What follows belongs to an exercise in optimizing a design on an open flow for small area, a short achievable clock period and few clock cycles; a production flow would make more cautious choices. The RTL of this run was laid out without a check of its function.

## config.mk

```make
export PLATFORM = sky130hd
export DESIGN_NAME = dwmac_lanes
export DESIGN_NICKNAME = dwmac_lanes
export VERILOG_FILES = /design/flow/design.v
export SDC_FILE = /design/flow/constraint.sdc
export NUM_CORES = 4
export LEC_CHECK = 0
export CAP_MARGIN = 20
export CORE_MARGIN = 2
export CORE_UTILIZATION = 40
export SLEW_MARGIN = 20
```

## constraint.sdc

```tcl
create_clock -name core_clock -period 27.0 [get_ports {clk}]
set_input_delay 5.4000 -clock core_clock [delete_from_list [all_inputs] [get_ports {clk}]]
set_output_delay 5.4000 -clock core_clock [all_outputs]
set_load 0.01 [all_outputs]
```

## design.v

```verilog
module dwmac_req (
    input  wire        clk,
    input  wire        rst,
    input  wire        in_v,
    input  wire [1:0]  in_l,
    input  wire [31:0] t,
    input  wire [31:0] scale,
    input  wire [7:0]  zp,
    output wire        out_v,
    output wire [1:0]  out_l,
    output reg  [7:0]  q
);
    wire        st  = t[31];
    wire [31:0] mag = st ? (~t + 32'd1) : t;
    wire        z16 = (mag[31:16] == 16'd0);
    wire [31:0] n1  = z16 ? {mag[15:0], 16'd0} : mag;
    wire        z8  = (n1[31:24] == 8'd0);
    wire [31:0] n2  = z8 ? {n1[23:0], 8'd0} : n1;
    wire        z4  = (n2[31:28] == 4'd0);
    wire [31:0] n3  = z4 ? {n2[27:0], 4'd0} : n2;
    wire        z2  = (n3[31:30] == 2'd0);
    wire [31:0] n4  = z2 ? {n3[29:0], 2'd0} : n3;
    wire        z1  = !n4[31];
    wire [31:0] nm  = z1 ? {n4[30:0], 1'b0} : n4;
    wire [4:0]  lz  = {z16, z8, z4, z2, z1};
    wire        rnd = nm[7] & ((|nm[6:0]) | nm[8]);
    wire        tz     = (t == 32'd0);
    wire        ss     = scale[31];
    wire [7:0]  es     = scale[30:23];
    wire        s_max  = (es == 8'hff);
    wire        s_nan  = s_max && (scale[22:0] != 23'd0);
    wire        s_inf  = s_max && (scale[22:0] == 23'd0);
    wire        s_zero = (es == 8'h00);
    wire [8:0]  e0 = {1'b0, es} + {4'd0, ~lz};       
    reg  [22:0] a1, b1;
    reg         r1;
    reg  [8:0]  e1;
    reg         ps1, zero1, sat1, nan1, v1;
    reg  [1:0]  l1;
    reg  [7:0]  zp1;
    always @(posedge clk) begin
        a1    <= nm[30:8];
        r1    <= rnd;
        b1    <= scale[22:0];
        e1    <= e0;
        ps1   <= st ^ ss;
        nan1  <= s_nan || (s_inf && tz);
        sat1  <= s_inf;
        zero1 <= tz || s_zero;
        zp1   <= zp;
        l1    <= in_l;
        v1    <= in_v && !rst;
    end
    wire [23:0] sa = {1'b1, a1};
    wire [23:0] sb = {1'b1, b1};
    wire [8:0]  kk = 9'd134 - e1;
    reg  [47:0] p;
    reg  [3:0]  k2;
    reg         hugeA, hugeB, tinyA, tinyB;
    reg         ps2, zero2, sat2, nan2, v2;
    reg  [1:0]  l2;
    reg  [7:0]  zp2;
    always @(posedge clk) begin
        p     <= sa * sb + (r1 ? {24'd0, sb} : 48'd0);
        k2    <= kk[3:0];
        hugeA <= (e1 >= 9'd135);
        hugeB <= (e1 == 9'd134);
        tinyA <= (e1 < 9'd125);
        tinyB <= (e1 == 9'd125);
        ps2   <= ps1;
        nan2  <= nan1;
        sat2  <= sat1;
        zero2 <= zero1;
        zp2   <= zp1;
        l2    <= l1;
        v2    <= v1 && !rst;
    end
    wire        n     = p[47];
    wire        huge  = hugeA || (hugeB && n);
    wire        tiny  = tinyA || (tinyB && !n);
    wire        lsb24 = n ? p[24] : p[23];
    wire        rb24  = n ? p[23] : p[22];
    wire        stk24 = (|p[21:0]) || (n && p[22]);
    wire        inc   = rb24 && (stk24 || lsb24);
    wire [56:0] wp    = {9'd0, p} >> k2;      
    wire [8:0]  ip    = wp[47:39];
    wire        hb    = wp[38];
    reg  [22:0] lm;                           
    integer     j;
    always @(*)
        for (j = 0; j < 23; j = j + 1)
            lm[j] = (j <= 13) || ({1'b0, k2} >= j - 13);
    wire        lnz   = (|(p[46:24] & lm)) || (!n && p[23]);
    wire        lall  = (&(p[46:24] | ~lm)) && (n || p[23]);
    wire        c     = inc && lall;
    wire        rbit  = c ? (hb || ip[0]) : (hb && (lnz || inc || ip[0]));
    wire signed [11:0] v = ps2 ? ($signed({4'd0, zp2}) - $signed({3'd0, ip}) - $signed({11'd0, rbit}))
                               : ($signed({4'd0, zp2}) + $signed({3'd0, ip}) + $signed({11'd0, rbit}));
    always @(*) begin
        if (nan2)
            q = 8'd0;
        else if (sat2)
            q = ps2 ? 8'd0 : 8'd255;
        else if (zero2 || tiny)
            q = zp2;
        else if (huge)
            q = ps2 ? 8'd0 : 8'd255;
        else if (v < 12'sd0)
            q = 8'd0;
        else if (v > 12'sd255)
            q = 8'd255;
        else
            q = v[7:0];
    end
    assign out_v = v2;
    assign out_l = l2;
endmodule
module dwmac_lanes (
    input  wire          clk,
    input  wire          rst,
    input  wire          in_valid,
    output wire          in_ready,
    input  wire          in_last,
    input  wire [31:0]   in_src,      
    input  wire [31:0]   in_wt,       
    input  wire [127:0]  in_bias,     
    input  wire [127:0]  in_scale,    
    input  wire [7:0]    in_zp,       
    output reg           out_valid,
    input  wire          out_ready,
    output reg  [31:0]   out_data     
);
    localparam W = 4;
    reg         rdy;
    assign in_ready = rdy;
    wire fire = in_valid && rdy;
    wire cap  = fire && in_last;
    reg         m_last;      
    reg         i_full;      
    reg         a_full;      
    reg         a_iss;       
    reg  [1:0]  lane;        
    reg         inflight;    
    wire a_last  = a_iss && lane == 2'd3;
    wire a_free  = !a_full || a_last;
    wire move    = i_full && a_free;
    wire start   = a_full && !a_iss && !inflight && (!out_valid || out_ready);
    wire issue   = start || a_iss;
    wire i_full_n = cap || (i_full && !move);
    wire a_full_n = move || (a_full && !a_last);
    wire a_iss_n  = issue && lane != 2'd3;
    wire [1:0] lane_n = issue ? lane + 2'd1 : lane;
    always @(posedge clk) begin
        if (rst) begin
            rdy    <= 1'b1;
            m_last <= 1'b0;
            i_full <= 1'b0;
            a_full <= 1'b0;
            a_iss  <= 1'b0;
            lane   <= 2'd0;
        end else begin
            rdy    <= !i_full_n || !a_full_n || (a_iss_n && lane_n == 2'd3);
            m_last <= cap;
            i_full <= i_full_n;
            a_full <= a_full_n;
            a_iss  <= a_iss_n;
            lane   <= lane_n;
        end
    end
    reg  [31:0] m_src;
    reg  [31:0] m_wt;
    always @(posedge clk) begin
        m_src <= in_src & {32{fire}};
        m_wt  <= in_wt;
    end
    reg  [31:0] acc   [0:W-1];
    reg  [31:0] i_tb  [0:W-1];       
    reg  [31:0] i_sc  [0:W-1];
    reg  [7:0]  i_zp;
    reg  [31:0] a_t   [0:W-1];       
    reg  [31:0] a_sc  [0:W-1];
    reg  [7:0]  a_zp;
    genvar g;
    generate
        for (g = 0; g < W; g = g + 1) begin : lane_g
            wire signed [31:0] sum = $signed(acc[g])
                                     + $signed({1'b0, m_src[8*g +: 8]}) * $signed(m_wt[8*g +: 8])
                                     + $signed(i_tb[g] & {32{m_last}});
            always @(posedge clk) begin
                if (rst || m_last)
                    acc[g] <= 32'd0;
                else
                    acc[g] <= sum;
                if (cap) begin
                    i_tb[g] <= in_bias[32*g +: 32];
                    i_sc[g] <= in_scale[32*g +: 32];
                end else if (m_last && !move) begin
                    i_tb[g] <= sum;
                end
                if (move) begin
                    a_t[g]  <= m_last ? sum : i_tb[g];
                    a_sc[g] <= i_sc[g];
                end
            end
        end
    endgenerate
    always @(posedge clk) begin
        if (cap)
            i_zp <= in_zp;
        if (move)
            a_zp <= i_zp;
    end
    wire [7:0]  q;
    wire        q_v;
    wire [1:0]  q_l;
    dwmac_req u_req (
        .clk   (clk),
        .rst   (rst),
        .in_v  (issue),
        .in_l  (lane),
        .t     (a_t[lane]),
        .scale (a_sc[lane]),
        .zp    (a_zp),
        .out_v (q_v),
        .out_l (q_l),
        .q     (q)
    );
    always @(posedge clk) begin
        if (rst) begin
            inflight  <= 1'b0;
            out_valid <= 1'b0;
        end else begin
            if (start)
                inflight <= 1'b1;
            else if (q_v && q_l == 2'd3)
                inflight <= 1'b0;
            if (q_v && q_l == 2'd3)
                out_valid <= 1'b1;
            else if (out_ready)
                out_valid <= 1'b0;
        end
    end
    integer i;
    always @(posedge clk) begin
        for (i = 0; i < W; i = i + 1)
            if (q_v && q_l == i[1:0])
                out_data[8*i +: 8] <= q;
    end
endmodule
```

## run.sh

```bash
#!/bin/bash
# synth_recipe.tcl (not shown) runs the flow's synth.tcl, then flattens the netlist and writes it again
# the make line also repeats each setting of config.mk as NAME=value (left out here)
make -C /OpenROAD-flow-scripts/flow DESIGN_CONFIG=/design/flow/config.mk WORK_HOME=/design/flow/orfs CLKGATE_MAP_FILE= SYNTH_SCRIPT=/design/flow/synth_recipe.tcl finish
```

==> summary.txt <==
-- synthesized netlist by cell type, drive strengths merged, types with 16 or more instances --
master,n,area [µm²]
nand4,25,184
nand2b,54,338
inv,1233,4630
nor2,336,1270
mux2,60,676
o21bai,29,218
o211ai,16,120
a21o,55,413
a31oi,25,156
xnor2,138,1210
and2,449,2810
fa,828,16600
ha,599,7490
and3,58,363
clkbuf,213,800
mux2i,24,240
nor2b,29,181
nor3,65,348
o31ai,18,135
buf,48,292
xor2,91,797
a211oi,26,195
nand3,61,305
o21a,21,158
or2,17,106
a21oi,245,1230
edfxtp,560,16800
a222oi,57,571
o21ai,274,1380
a22oi,22,165
dfxtp,343,6870
nand2,918,3450
or3,21,131
nor4,27,169
-- per-stage QoR --
step | instances | area [µm²] | util | hold slack (ns)
5_1_grt | 9898 | 82100 | 0.456 | 0.327
3_3_place_gp | 9699 | 78500 | 0.436 | 0.310
3_5_place_dp | 9699 | 78500 | 0.436 | 0.312
2_1_floorplan | 7147 | 72300 | - | 0.310
6_report | 9901 | 82100 | 0.456 | 0.326
4_1_cts | 9895 | 82100 | 0.456 | 0.326
-- logic make-up after synthesis --
logic type,after synthesis
and+or+nand+nor,2093
adders and majority gates,1430
buffers and inverters,1495
muxes,85
DFF,903
AOI/OAI and AO/OA,912
xor gates and xnor gates,229
-- cell type report --
class                   instances  share of cell area
diodes                          5            0.000152
clock buffers                 139              0.0353
clock inverters                57             0.00838
inverters                    1234              0.0565
multi-input cells            4749               0.523
flip-flops and latches        903               0.288
well taps                    2370              0.0361
repair buffers                444              0.0521
-- final timing paths --
kind	startpoint	end	slack (ns)	depth (start not counted)
worst max register to register	lane[0]	u_req.e1[6]	17.83	27
worst min-delay path	u_req.zero1	u_req.zero2	0.33	0
worst max-delay path	lane[0]	u_req.e1[6]	17.83	27
worst min register to register	u_req.zero1	u_req.zero2	0.33	0
-- flip-flops by register name, indices dropped and copies added, names as in the netlist, 2 cells and up --
register / cells
u_req.e1: 9
m_wt: 32
m_src: 32
u_req.zp1: 8
i_tb: 128
u_req.l2: 2
u_req.k2: 4
u_req.zp2: 8
i_zp: 8
a_t: 128
acc: 128
u_req.b1: 23
u_req.p: 48
out_data: 32
u_req.l1: 2
a_zp: 8
i_sc: 128
lane: 2
u_req.a1: 23
a_sc: 128
-- metal layers --
metal,vias up,wire length (µm),share of wire,GRT usage
met5,-,0,0,0
met4,0,7980,0.040,0.0857
met3,292,11100,0.055,0.0272
met2,1448,98500,0.49,0.379
met1,25331,83500,0.42,0.283
li1,23725,-,-,-
==> metrics.cfg <==
[outcome]
status=no timing/DRC/antenna violations

[clocking]
root_buffer=clkbuf_16
clock_latency_ns=0.75
cts.sinks=903
cts_buffer_depth=3
postCtsSetupRepairBufs=0
cts_buffers=103
clkSlewWorstSetupHoldPaths_ns=0.06
cts_hold_buf=0
cts.repair.resized=0
cts_tree=built
h-tree-depth=3

[sta]
setup_viol=0
fin_crit_sh=0.339
maxSlewViolCount=0
fmax_mhz=109
setup_tns_ns=0
worstMarginPinSlew_ns=1.19
finalClockSkew_ns=0.0518
hold_violations=0
slew_headroom=0.203
rsz0062_at_grt=no
min_period_ns=9.17
finalWorstSetupSlack_ns=17.83

[cells_and_area]
drive_above_1_share=0.0493
layout_commonest_cell=inv_1
nets=9195
layout_common_cells=inv_1, nand2_1, fa_1
area_growth_pct=13.6
multi_input_area_um2=43000
fillers=16924
register_area_um2=23700

[synth]
syn_nets=8907
synthAdderAreaFrac=0.333
synth_edf_count=560
synth-main-ff-cell=edfxtp_1
synth-simple-area-share=0.137
avgSynthCellArea_um2=10.1
synth_top_family_by_area=adder cells
synth-seq-cells=903
yosysSeqAreaShare=0.328
ys_warn_count=12
async_flop_share=0
synth-xor-area-share=0.0277
synthDistinctLibCells=94
synthCells=7147
synth.area.mux_share=0.0130
synth_compound_area_frac=0.0819
synth_area_um2=72300

[detailed_routing]
drtIter0Drc=3360
vias=50796
postRouteAntennaNets=0
routed_via_density=5.13
wirelength_um=201000
drt-pass1-iter-count=9
drc_errors=0
wl_per_cell_um=20.3

[floorplan]
fp.dieArea_um2=184000
die_x_um=429
pin_count=367
core_um2=180000
die_h_um=429
num_rows=156
start_util=0.401

[worst_setup_path]
cp_slowest_cell=clkinv_2
critical_path.max_stage_delay_ns=0.76
crit_family=compound AO/OA/AOI/OAI gates
cp-end-kind=flop
cp_num_buf_inv=7
crit_type=reg2reg
worst_ep_required_time_ns=27.59
cp-start-kind=flop
crit_fanout=56
crit_arrival_ns=9.76

[flow_run]
drv_cap=0

[place]
dp_slack_ns=16.90
io_buffers=366
gp_congestion=0.890
place_hpwl_um=152000

[grt]
antenna_found_initial=2
grt_usage=0.221
grt-ovfl-total=0
grt_max_degree=147
grt_pass1_wl_um=313000
grt_pass1_vias=53101

[hold_path]
hold_path_class=reg2reg

[what the ideal ports hide]
Ports are ideal in the flow. The routed layout listed here was re-timed in OpenROAD.
Step 1, drivers: a clkbuf_16 drives clk and a buf_2 each remaining input, both assumed.
Step 2 moves the port delays by t, midway between the first and last clock arrival at a register: inputs arrive t later, outputs are due t later. That takes back most of the time a late clock gives input paths.
a / b / c = no drivers / after step 1 / after step 2; a / b = the first two.
shift t [ns]: 0.808
setup slack, ns: 17.834 / 17.834 / 17.260
hold slack, ns: 0.326 / 0.326 / 0.326
worst setup path at the end: input to register
latest minus earliest clock arrival (ns): 0.064 / 0.063
After both steps this run still meets setup and hold. For this run, drivers alone change the setup slack by 0.000 ns; drivers and shift together by -0.574 ns.
